What follows belongs to an exercise in optimizing a design on an open flow for small area, a short achievable clock period and few clock cycles; a production flow would make more cautious choices.
In this exercise RTL edits were held to simulation tests only and were not proved equivalent to the original.
Power figures rest on the tool's default switching activity, not on a simulated workload.

==> flow/design.v <==
module shuf_rem (
    input  wire        clk,
    input  wire        rst_n,
    input  wire        start,
    input  wire [63:0] x_in,
    input  wire [63:0] n_in,
    output wire [63:0] r,
    output reg         done
);
    reg [64:0] acc;
    reg [63:0] x;
    reg [63:0] n;
    reg [6:0]  cnt;
    reg        run;
    wire [64:0] sh   = {acc[63:0], x[63]};
    wire [65:0] diff = {1'b0, sh} - {2'b00, n};
    wire        ge   = ~diff[65];
    assign r = acc[63:0];
    always @(posedge clk or negedge rst_n) begin
        if (!rst_n) begin
            acc  <= 65'd0;
            x    <= 64'd0;
            n    <= 64'd0;
            cnt  <= 7'd0;
            run  <= 1'b0;
            done <= 1'b0;
        end else begin
            done <= 1'b0;
            if (start) begin
                acc <= 65'd0;
                x   <= x_in;
                n   <= n_in;
                cnt <= 7'd64;
                run <= 1'b1;
            end else if (run) begin
                acc <= ge ? diff[64:0] : sh;
                x   <= {x[62:0], 1'b0};
                cnt <= cnt - 7'd1;
                if (cnt == 7'd1) begin
                    run  <= 1'b0;
                    done <= 1'b1;
                end
            end
        end
    end
endmodule
module shuf_modmul (
    input  wire        clk,
    input  wire        rst_n,
    input  wire        start,
    input  wire [63:0] x_in,
    input  wire [63:0] b_in,
    input  wire [63:0] n_in,
    output wire [63:0] r,
    output reg         done
);
    reg [63:0] acc;
    reg [63:0] x;
    reg [63:0] b;
    reg [63:0] n;
    reg [6:0]  cnt;
    reg        run;
    wire [64:0] dbl   = {acc, 1'b0};
    wire [65:0] dbl_d = {1'b0, dbl} - {2'b00, n};
    wire [64:0] t     = dbl_d[65] ? dbl : dbl_d[64:0];
    wire [64:0] sum   = t + (b[63] ? {1'b0, x} : 65'd0);
    wire [65:0] sum_d = {1'b0, sum} - {2'b00, n};
    wire [64:0] u     = sum_d[65] ? sum : sum_d[64:0];
    assign r = acc;
    always @(posedge clk or negedge rst_n) begin
        if (!rst_n) begin
            acc  <= 64'd0;
            x    <= 64'd0;
            b    <= 64'd0;
            n    <= 64'd0;
            cnt  <= 7'd0;
            run  <= 1'b0;
            done <= 1'b0;
        end else begin
            done <= 1'b0;
            if (start) begin
                acc <= 64'd0;
                x   <= x_in;
                b   <= b_in;
                n   <= n_in;
                cnt <= 7'd64;
                run <= 1'b1;
            end else if (run) begin
                acc <= u[63:0];
                b   <= {b[62:0], 1'b0};
                cnt <= cnt - 7'd1;
                if (cnt == 7'd1) begin
                    run  <= 1'b0;
                    done <= 1'b1;
                end
            end
        end
    end
endmodule
module shuf_gcd (
    input  wire        clk,
    input  wire        rst_n,
    input  wire        start,
    input  wire [63:0] u_in,
    input  wire [63:0] v_in,
    output reg         coprime,
    output reg         done
);
    reg [63:0] u;
    reg [63:0] v;
    reg        run;
    always @(posedge clk or negedge rst_n) begin
        if (!rst_n) begin
            u       <= 64'd0;
            v       <= 64'd0;
            run     <= 1'b0;
            coprime <= 1'b0;
            done    <= 1'b0;
        end else begin
            done <= 1'b0;
            if (start) begin
                u   <= u_in;
                v   <= v_in;
                run <= 1'b1;
            end else if (run) begin
                if (u == 64'd0 || v == 64'd0) begin
                    coprime <= (u == 64'd1) || (v == 64'd1);
                    run     <= 1'b0;
                    done    <= 1'b1;
                end else if (!u[0] && !v[0]) begin
                    coprime <= 1'b0;
                    run     <= 1'b0;
                    done    <= 1'b1;
                end else if (!u[0]) begin
                    u <= {1'b0, u[63:1]};
                end else if (!v[0]) begin
                    v <= {1'b0, v[63:1]};
                end else if (u >= v) begin
                    u <= u - v;
                end else begin
                    v <= v - u;
                end
            end
        end
    end
endmodule
module shuf_scramble (
    input  wire [63:0] d,
    input  wire [63:0] i,
    input  wire [1:0]  mode,
    output reg  [63:0] y
);
    wire [63:0] h    = {1'b0, i[63:1]};
    wire [63:0] rev  = d - 64'd1 - i;
    wire [63:0] revh = d - 64'd1 - h;
    always @(*) begin
        case (mode)
            2'd0:    y = i;
            2'd1:    y = rev;
            2'd2:    y = i[0] ? h : revh;
            default: y = i[0] ? revh : h;
        endcase
    end
endmodule
module shufflish_core (
    input  wire        clk,
    input  wire        rst_n,
    input  wire        req_valid,
    output wire        req_ready,
    input  wire        req_write,
    input  wire [7:0]  req_addr,
    input  wire [63:0] req_wdata,
    output wire        rsp_valid,
    output wire        rsp_err,
    output wire [63:0] rsp_rdata
);
    localparam [63:0] ID_VALUE = 64'h5348_5546_0001_0000;
    localparam [3:0] E_OK      = 4'd0,
                     E_ILLEGAL = 4'd1,
                     E_DIV0    = 4'd2,
                     E_RANGE   = 4'd3,
                     E_DOMAIN  = 4'd4,
                     E_PRIME   = 4'd5,
                     E_NOCFG   = 4'd6;
    localparam [3:0] S_IDLE     = 4'd0,
                     S_DEC      = 4'd1,
                     S_MM_REM   = 4'd2,
                     S_MM_RUN   = 4'd3,
                     S_EV_REM   = 4'd4,
                     S_EV_MM    = 4'd5,
                     S_CON_GCD  = 4'd6,
                     S_CON_PRE  = 4'd7,
                     S_CON_POST = 4'd8;
    reg [63:0] opa, opb, opc, opd;
    reg [63:0] result;
    reg [3:0]  err;
    reg [3:0]  last_op;
    reg        overrun;
    reg        cfg_valid;
    reg [63:0] cfg_domain, cfg_prime, cfg_pre, cfg_post;
    reg [1:0]  cfg_mode;
    reg [3:0]  state;
    reg [5:0]  cw;         
    reg        cw_rsv;     
    reg [63:0] la, lb, lc, ld;
    reg [63:0] pre_tmp;
    wire busy = (state != S_IDLE);
    reg        rdy_q;
    reg        rsp_q;
    reg        rsp_err_q;
    reg        rsp_rd_q;
    reg [3:0]  rsp_idx_q;
    assign req_ready = rdy_q;
    wire   acc       = req_valid & rdy_q;
    wire   bad_addr  = (req_addr[2:0] != 3'd0) || (req_addr >= 8'h68);
    wire   acc_ok    = acc & ~bad_addr;
    wire [3:0] idx   = req_addr[6:3];
    wire wr_status = acc_ok & req_write & (idx == 4'd1);
    wire wr_cmd    = acc_ok & req_write & (idx == 4'd2);
    reg         rem_start;
    reg  [63:0] rem_x, rem_n;
    wire [63:0] rem_r;
    wire        rem_done;
    reg         mm_start;
    reg  [63:0] mm_x, mm_b, mm_n;
    wire [63:0] mm_r;
    wire        mm_done;
    reg         gcd_start;
    wire        gcd_coprime;
    wire        gcd_done;
    shuf_rem u_rem (
        .clk(clk), .rst_n(rst_n), .start(rem_start),
        .x_in(rem_x), .n_in(rem_n), .r(rem_r), .done(rem_done)
    );
    shuf_modmul u_mm (
        .clk(clk), .rst_n(rst_n), .start(mm_start),
        .x_in(mm_x), .b_in(mm_b), .n_in(mm_n), .r(mm_r), .done(mm_done)
    );
    shuf_gcd u_gcd (
        .clk(clk), .rst_n(rst_n), .start(gcd_start),
        .u_in(lb), .v_in(lc), .coprime(gcd_coprime), .done(gcd_done)
    );
    wire [63:0] scr_cmd_y;
    shuf_scramble u_scr_cmd (.d(lc), .i(la), .mode(cw[5:4]), .y(scr_cmd_y));
    wire [64:0] ev_s1_sum = {1'b0, rem_r} + {1'b0, cfg_pre};
    wire [64:0] ev_s1_dif = ev_s1_sum - {1'b0, cfg_domain};
    wire [63:0] ev_s1     = ev_s1_dif[64] ? ev_s1_sum[63:0] : ev_s1_dif[63:0];
    wire [63:0] ev_s2;
    shuf_scramble u_scr_ev (.d(cfg_domain), .i(ev_s1), .mode(cfg_mode), .y(ev_s2));
    wire [64:0] ev_s4_sum = {1'b0, mm_r} + {1'b0, cfg_post};
    wire [64:0] ev_s4_dif = ev_s4_sum - {1'b0, cfg_domain};
    wire [63:0] ev_s4     = ev_s4_dif[64] ? ev_s4_sum[63:0] : ev_s4_dif[63:0];
    wire [3:0] op   = cw[3:0];
    wire [1:0] mode = cw[5:4];
    wire illegal = cw_rsv
                 || !(op == 4'h1 || op == 4'h2 || op == 4'h3 || op == 4'h4)
                 || ((op == 4'h1 || op == 4'h3) && mode != 2'd0);
    reg        fin;         
    reg [3:0]  fin_err;
    reg [63:0] fin_res;
    reg        fin_cfg_fail;    
    reg        fin_cfg_ok;      
    reg [3:0]  nstate;
    always @(*) begin
        fin          = 1'b0;
        fin_err      = E_OK;
        fin_res      = 64'd0;
        fin_cfg_fail = 1'b0;
        fin_cfg_ok   = 1'b0;
        nstate       = state;
        rem_start    = 1'b0;
        rem_x        = la;
        rem_n        = lc;
        mm_start     = 1'b0;
        mm_x         = rem_r;
        mm_b         = lb;
        mm_n         = lc;
        gcd_start    = 1'b0;
        case (state)
            S_DEC: begin
                if (illegal) begin
                    fin = 1'b1; fin_err = E_ILLEGAL;
                end else begin
                    case (op)
                        4'h1: begin
                            if (lc == 64'd0) begin
                                fin = 1'b1; fin_err = E_DIV0;
                            end else begin
                                rem_start = 1'b1;
                                nstate    = S_MM_REM;
                            end
                        end
                        4'h2: begin
                            fin = 1'b1;
                            if (lc == 64'd0 || la >= lc) fin_err = E_RANGE;
                            else                          fin_res = scr_cmd_y;
                        end
                        4'h3: begin
                            if (!cfg_valid) begin
                                fin = 1'b1; fin_err = E_NOCFG;
                            end else begin
                                rem_start = 1'b1;
                                rem_n     = cfg_domain;
                                nstate    = S_EV_REM;
                            end
                        end
                        default: begin  
                            if (lc == 64'd0 || lc[63]) begin
                                fin = 1'b1; fin_err = E_DOMAIN; fin_cfg_fail = 1'b1;
                            end else if (lb == 64'd0 || lb >= lc) begin
                                fin = 1'b1; fin_err = E_PRIME; fin_cfg_fail = 1'b1;
                            end else begin
                                gcd_start = 1'b1;
                                nstate    = S_CON_GCD;
                            end
                        end
                    endcase
                end
            end
            S_MM_REM: begin
                if (rem_done) begin
                    mm_start = 1'b1;
                    nstate   = S_MM_RUN;
                end
            end
            S_MM_RUN: begin
                if (mm_done) begin
                    fin = 1'b1; fin_res = mm_r;
                end
            end
            S_EV_REM: begin
                if (rem_done) begin
                    mm_start = 1'b1;
                    mm_x     = ev_s2;
                    mm_b     = cfg_prime;
                    mm_n     = cfg_domain;
                    nstate   = S_EV_MM;
                end
            end
            S_EV_MM: begin
                if (mm_done) begin
                    fin = 1'b1; fin_res = ev_s4;
                end
            end
            S_CON_GCD: begin
                if (gcd_done) begin
                    if (!gcd_coprime) begin
                        fin = 1'b1; fin_err = E_PRIME; fin_cfg_fail = 1'b1;
                    end else begin
                        rem_start = 1'b1;
                        nstate    = S_CON_PRE;
                    end
                end
            end
            S_CON_PRE: begin
                if (rem_done) begin
                    rem_start = 1'b1;
                    rem_x     = ld;
                    nstate    = S_CON_POST;
                end
            end
            S_CON_POST: begin
                if (rem_done) begin
                    fin = 1'b1; fin_cfg_ok = 1'b1;
                end
            end
            default: ;
        endcase
        if (fin) nstate = S_IDLE;
    end
    wire eng_free = ~busy | fin;
    wire cmd_go   = wr_cmd & eng_free;
    always @(posedge clk or negedge rst_n) begin
        if (!rst_n) begin
            state      <= S_IDLE;
            cw         <= 6'd0;
            cw_rsv     <= 1'b0;
            la         <= 64'd0;
            lb         <= 64'd0;
            lc         <= 64'd0;
            ld         <= 64'd0;
            pre_tmp    <= 64'd0;
            result     <= 64'd0;
            err        <= 4'd0;
            last_op    <= 4'd0;
            cfg_valid  <= 1'b0;
            cfg_domain <= 64'd0;
            cfg_prime  <= 64'd0;
            cfg_pre    <= 64'd0;
            cfg_post   <= 64'd0;
            cfg_mode   <= 2'd0;
        end else begin
            state <= nstate;
            if (state == S_CON_PRE && rem_done)
                pre_tmp <= rem_r;
            if (fin) begin
                err     <= fin_err;
                result  <= fin_res;
                last_op <= op;
                if (fin_cfg_fail)
                    cfg_valid <= 1'b0;
                if (fin_cfg_ok) begin
                    cfg_valid  <= 1'b1;
                    cfg_domain <= lc;
                    cfg_prime  <= lb;
                    cfg_pre    <= pre_tmp;
                    cfg_post   <= rem_r;
                    cfg_mode   <= mode;
                end
            end
            if (cmd_go) begin
                state  <= S_DEC;
                cw     <= req_wdata[5:0];
                cw_rsv <= (req_wdata[63:6] != 58'd0);
                la     <= opa;
                lb     <= opb;
                lc     <= opc;
                ld     <= opd;
            end
        end
    end
    always @(posedge clk or negedge rst_n) begin
        if (!rst_n) begin
            opa     <= 64'd0;
            opb     <= 64'd0;
            opc     <= 64'd0;
            opd     <= 64'd0;
            overrun <= 1'b0;
        end else begin
            if (acc_ok && req_write) begin
                case (idx)
                    4'd3: opa <= req_wdata;
                    4'd4: opb <= req_wdata;
                    4'd5: opc <= req_wdata;
                    4'd6: opd <= req_wdata;
                    default: ;
                endcase
            end
            if (wr_status && req_wdata[3])
                overrun <= 1'b0;
            if (wr_cmd && !eng_free)
                overrun <= 1'b1;
        end
    end
    always @(posedge clk or negedge rst_n) begin
        if (!rst_n) begin
            rdy_q     <= 1'b0;
            rsp_q     <= 1'b0;
            rsp_err_q <= 1'b0;
            rsp_rd_q  <= 1'b0;
            rsp_idx_q <= 4'd0;
        end else begin
            rdy_q     <= ~acc;
            rsp_q     <= acc;
            rsp_err_q <= acc & bad_addr;
            rsp_rd_q  <= acc & ~bad_addr & ~req_write;
            if (acc)
                rsp_idx_q <= idx;
        end
    end
    reg [63:0] rd_mux;
    always @(*) begin
        case (rsp_idx_q)
            4'd0:    rd_mux = ID_VALUE;
            4'd1:    rd_mux = {44'd0, last_op, 4'd0, err, 4'd0, overrun, 1'b0, cfg_valid, busy};
            4'd3:    rd_mux = opa;
            4'd4:    rd_mux = opb;
            4'd5:    rd_mux = opc;
            4'd6:    rd_mux = opd;
            4'd7:    rd_mux = result;
            4'd8:    rd_mux = cfg_domain;
            4'd9:    rd_mux = cfg_prime;
            4'd10:   rd_mux = cfg_pre;
            4'd11:   rd_mux = cfg_post;
            4'd12:   rd_mux = {62'd0, cfg_mode};
            default: rd_mux = 64'd0;    
        endcase
    end
    assign rsp_valid = rsp_q;
    assign rsp_err   = rsp_err_q;
    assign rsp_rdata = rsp_rd_q ? rd_mux : 64'd0;
endmodule
==> flow/run.sh <==
#!/bin/bash
# synth_recipe.tcl (not shown) runs the flow's synth.tcl, then flattens the netlist and writes it again
# the make line also repeats each setting of config.mk as NAME=value (left out here)
make -C /OpenROAD-flow-scripts/flow DESIGN_CONFIG=/design/flow/config.mk WORK_HOME=/design/flow/orfs CLKGATE_MAP_FILE= SYNTH_SCRIPT=/design/flow/synth_recipe.tcl finish
==> flow/config.mk <==
export PLATFORM = sky130hd
export DESIGN_NAME = shufflish_core
export DESIGN_NICKNAME = shufflish_core
export VERILOG_FILES = /design/flow/design.v
export SDC_FILE = /design/flow/constraint.sdc
export NUM_CORES = 4
export LEC_CHECK = 0
export CAP_MARGIN = 20
export CORE_MARGIN = 2
export CORE_UTILIZATION = 40
export SLEW_MARGIN = 20
==> flow/constraint.sdc <==
create_clock -name core_clock -period 12.0 [get_ports {clk}]
set_input_delay 2.4000 -clock core_clock [delete_from_list [all_inputs] [get_ports {clk}]]
set_output_delay 2.4000 -clock core_clock [all_outputs]
set_load 0.01 [all_outputs]
==> run notes <==
## routing by layer
layer	share of wire	track usage	routed length [um]
met2	0.42	0.572	275000
met4	0.10	0.322	66700
met3	0.088	0.0728	56900
met1	0.38	0.466	249000
met5	0.00018	0	118
## repair_timing
action                                  CTS  global route
setup buffers                             0             2
pin swaps                                 0             3
endpoints found under the setup margin   20            95
endpoints found under the hold margin     0             0
resized for setup                         2            25
## cell usage in the layout (no fill, tap or decap), drive strengths merged, types with 484 or more instances in the layout
| cell type | count |
|---|---|
| inv | 737 |
| a21oi | 1199 |
| nand2 | 1697 |
| buf | 484 |
| a21o | 537 |
| o21ai | 1557 |
| ha | 946 |
| xnor2 | 768 |
| nor2 | 932 |
| dfrtp | 1523 |
| mux2 | 621 |
## worst max path at each step
stage                       to  cells after the start  slack [ns]          start
detailed placement  u_mm.x[56]                     45       -0.44     cfg_pre[3]
CTS                 u_mm.x[56]                     45        0.17  u_rem.acc[38]
global route        u_mm.x[56]                     47        0.01  u_rem.acc[23]
floorplan           u_mm.x[60]                     52        1.24  u_rem.acc[37]
global placement    u_mm.x[61]                     44       -0.53     cfg_pre[3]
finish              u_mm.x[61]                     45        0.38     cfg_pre[3]
## worst max-delay path: cells and delay by family (launching register included)
family | cells | cell delay (ns)
DFF | 1 | 0.40
AOI/OAI and AO/OA | 25 | 6.13
buffers and inverters | 2 | 0.43
adders and majority gates | 3 | 1.07
muxes | 1 | 0.42
xor gates and xnor gates | 2 | 0.65
and+or+nand+nor | 12 | 2.37
## kinds of logic (layout without fill, tap and decap cells)
kind of cell / after synthesis / in the layout / share of synthesized area
AND/OR/NAND/NOR: 4342 / 4342 / 0.156
multiplexers: 845 / 845 / 0.0723
flip-flops: 1523 / 1523 / 0.294
buffers and inverters: 1607 / 1705 / 0.0475
other: 0 / 22 / 0
AO/OA/AOI/OAI: 5306 / 5306 / 0.263
XOR/XNOR: 1035 / 1035 / 0.0704
adder cells (fa/ha/maj): 1011 / 1011 / 0.0972
## power breakdown
| part | switching, mW | internal (mW) | total, mW |
|---|---|---|---|
| Clock | 2.59 | 3.67 | 6.26 |
| Combinational | 4.86 | 2.45 | 7.31 |
| Sequential | 0.128 | 5.18 | 5.31 |
## through the flow
stage	worst slack, ns	std cells	hold slack (ns)
6_report	0.384	20100	0.469
3_5_place_dp	-0.435	19700	0.459
3_3_place_gp	-0.528	19700	0.453
5_1_grt	0.0134	20100	0.491
4_1_cts	0.175	20100	0.455
2_1_floorplan	1.24	15700	0.441
## cell type report
class,count,area [sq um]
sequential,1523,38100
tap,4325,5410
clock inverter,88,1140
clock buffer,254,5420
timing repair buffer,625,5450
antenna,22,55.1
fill,32300,179000
multi-input combinational,12500,86100
inverter,738,2770
==> flow_summary.toml <==
[worst_hold_path]
whs_path_depth = 2
holdPathEnd = "u_mm.x[25]"
min_path_type = "reg2reg"
hold_start = "u_mm.x[25]"

[clocking]
cts.reportedPaths.clkPinSlew_ns = 0.06
cts_hold_buf = 0
numCtsBuffers = 189
clock-sinks = 1523
worstSkewPairLatency_ns = 0.94
ctsRootBufferMaster = "clkbuf_16"
cts_max_path_buffers = 4
cts_max_level = 4
cts_tree = "done"

[setup_path]
cp-end-kind = "flop"
critPathArrivalTime_ns = 12.35
cp-start-kind = "flop"
r2r_setup_slack_ns = 0.38
slowest_delay_ns = 0.62
crit_type = "reg2reg"
r2r_cells = 45
required_ns = 12.73
timing.rr.start = "cfg_pre[3]"
path_max_fanout = 8
crit_slowest_cell = "a211oi_2"
timing.rr.end = "u_mm.x[61]"

[drt]
num_vias = 129000
wl_per_cell_um = 32.2
drc = 0
wirelength_mm = 648
vias_per_cell = 6.43
dr.pass1.iters = 9
drtIter0Drc = 16700
ant_nets = 0

[placement]
io_buffers = 142
place_hpwl_mm = 507
gp_congestion = 1.05
place_area_sq_mm = 0.138

[synth]
post_synth_num_cell_types = 129
yosysMostFrequentCell = "nand2_1"
synth.area.top_cells = "dfrtp_1 29%, ha_1 9.1%, o21ai_0 5.9%, mux2_2 5.3%, xnor2_1 5.1%"
synth_warnings = 5
synth_top_area_share = 0.294
synth.ff_latch_count = 1523
yosysSeqAreaShare = 0.294
syn_nets = 16700
avgSynthCellArea_sq_um = 8.28
synthCells = 15700
async_flop_share = 1.00
yosysTopAreaCell = "dfrtp_1"
synth_common_cells = "1696 x nand2_1, 1526 x o21ai_0, 1523 x dfrtp_1"
synth_edf_count = 0
synthFlopType = "dfrtp_1"
syn_area_sq_mm = 0.130

[sta]
grt_setup_unrepaired = "no"
setup_viol = 0
finalHoldViolations = 0
skew_ns = 0.0960
tightest_slew_ns = 1.20
min_period_ns = 11.62
period_share = 0.968
clock.fmax_mhz = 86.1
maxSlewViolCount = 0
setup_tns_ns = 0
relSlewSlack = 0.199

[floorplanning]
core-area_sq_mm = 0.323
num_io_pins = 143
dieArea_sq_mm = 0.329
die_h_um = 574
initial_core_util = 0.401
die_w_um = 574
rows = 209

[global_route]
globalRouteOverflowTotal = 0
grt_pass1_wl_mm = 911
grt_pass1_vias = 120000
grt_use_total = 0.379
antenna_found_initial = 39
grt_max_degree = 145

[final_layout]
final_util = 0.447
final_nets = 16700
layout-drive-gt1-share = 0.106
area_growth_pct = 11.3
final_area_sq_mm = 0.144

[power_and_ir_drop]
ir_drop_uv = 146
p_total_mw = 18.9
power_density_mw_per_mm2 = 131
p_leak_nw = 67.3

[job]
maxCapViolCount = 0

[status]
outcome = "timing/DRC/antenna clean"
Testbench counts, summed over its fixed seeds: cycles 592,360.

[re-timing with driven ports]
The flow's constraints put no driver on any port. The routed layout listed below was extracted and timed again, unchanged, in two steps.
Step 1, drivers: a clkbuf_16 drives clk and a buf_2 each remaining input, both assumed.
Step 2, shift: input delay + t, output delay - t, t = (earliest + latest rising clock arrival at the registers) / 2. This alone moves slack from input paths to output paths.
Slacks: ideal ports / drivers / drivers and shift; pairs: ideal ports / drivers.
t, ns: 1.006
setup WS [ns]: 0.384 / 0.384 / 0.384
hold slack, ns: 0.469 / 0.469 / 0.469
worst slew at a driven data input, ns: 0.13
cell pins on the clock port's net: 1
After both steps this run still meets setup and hold. The setup slack of this run moves by 0.000 ns with the drivers and by 0.000 ns with both steps.
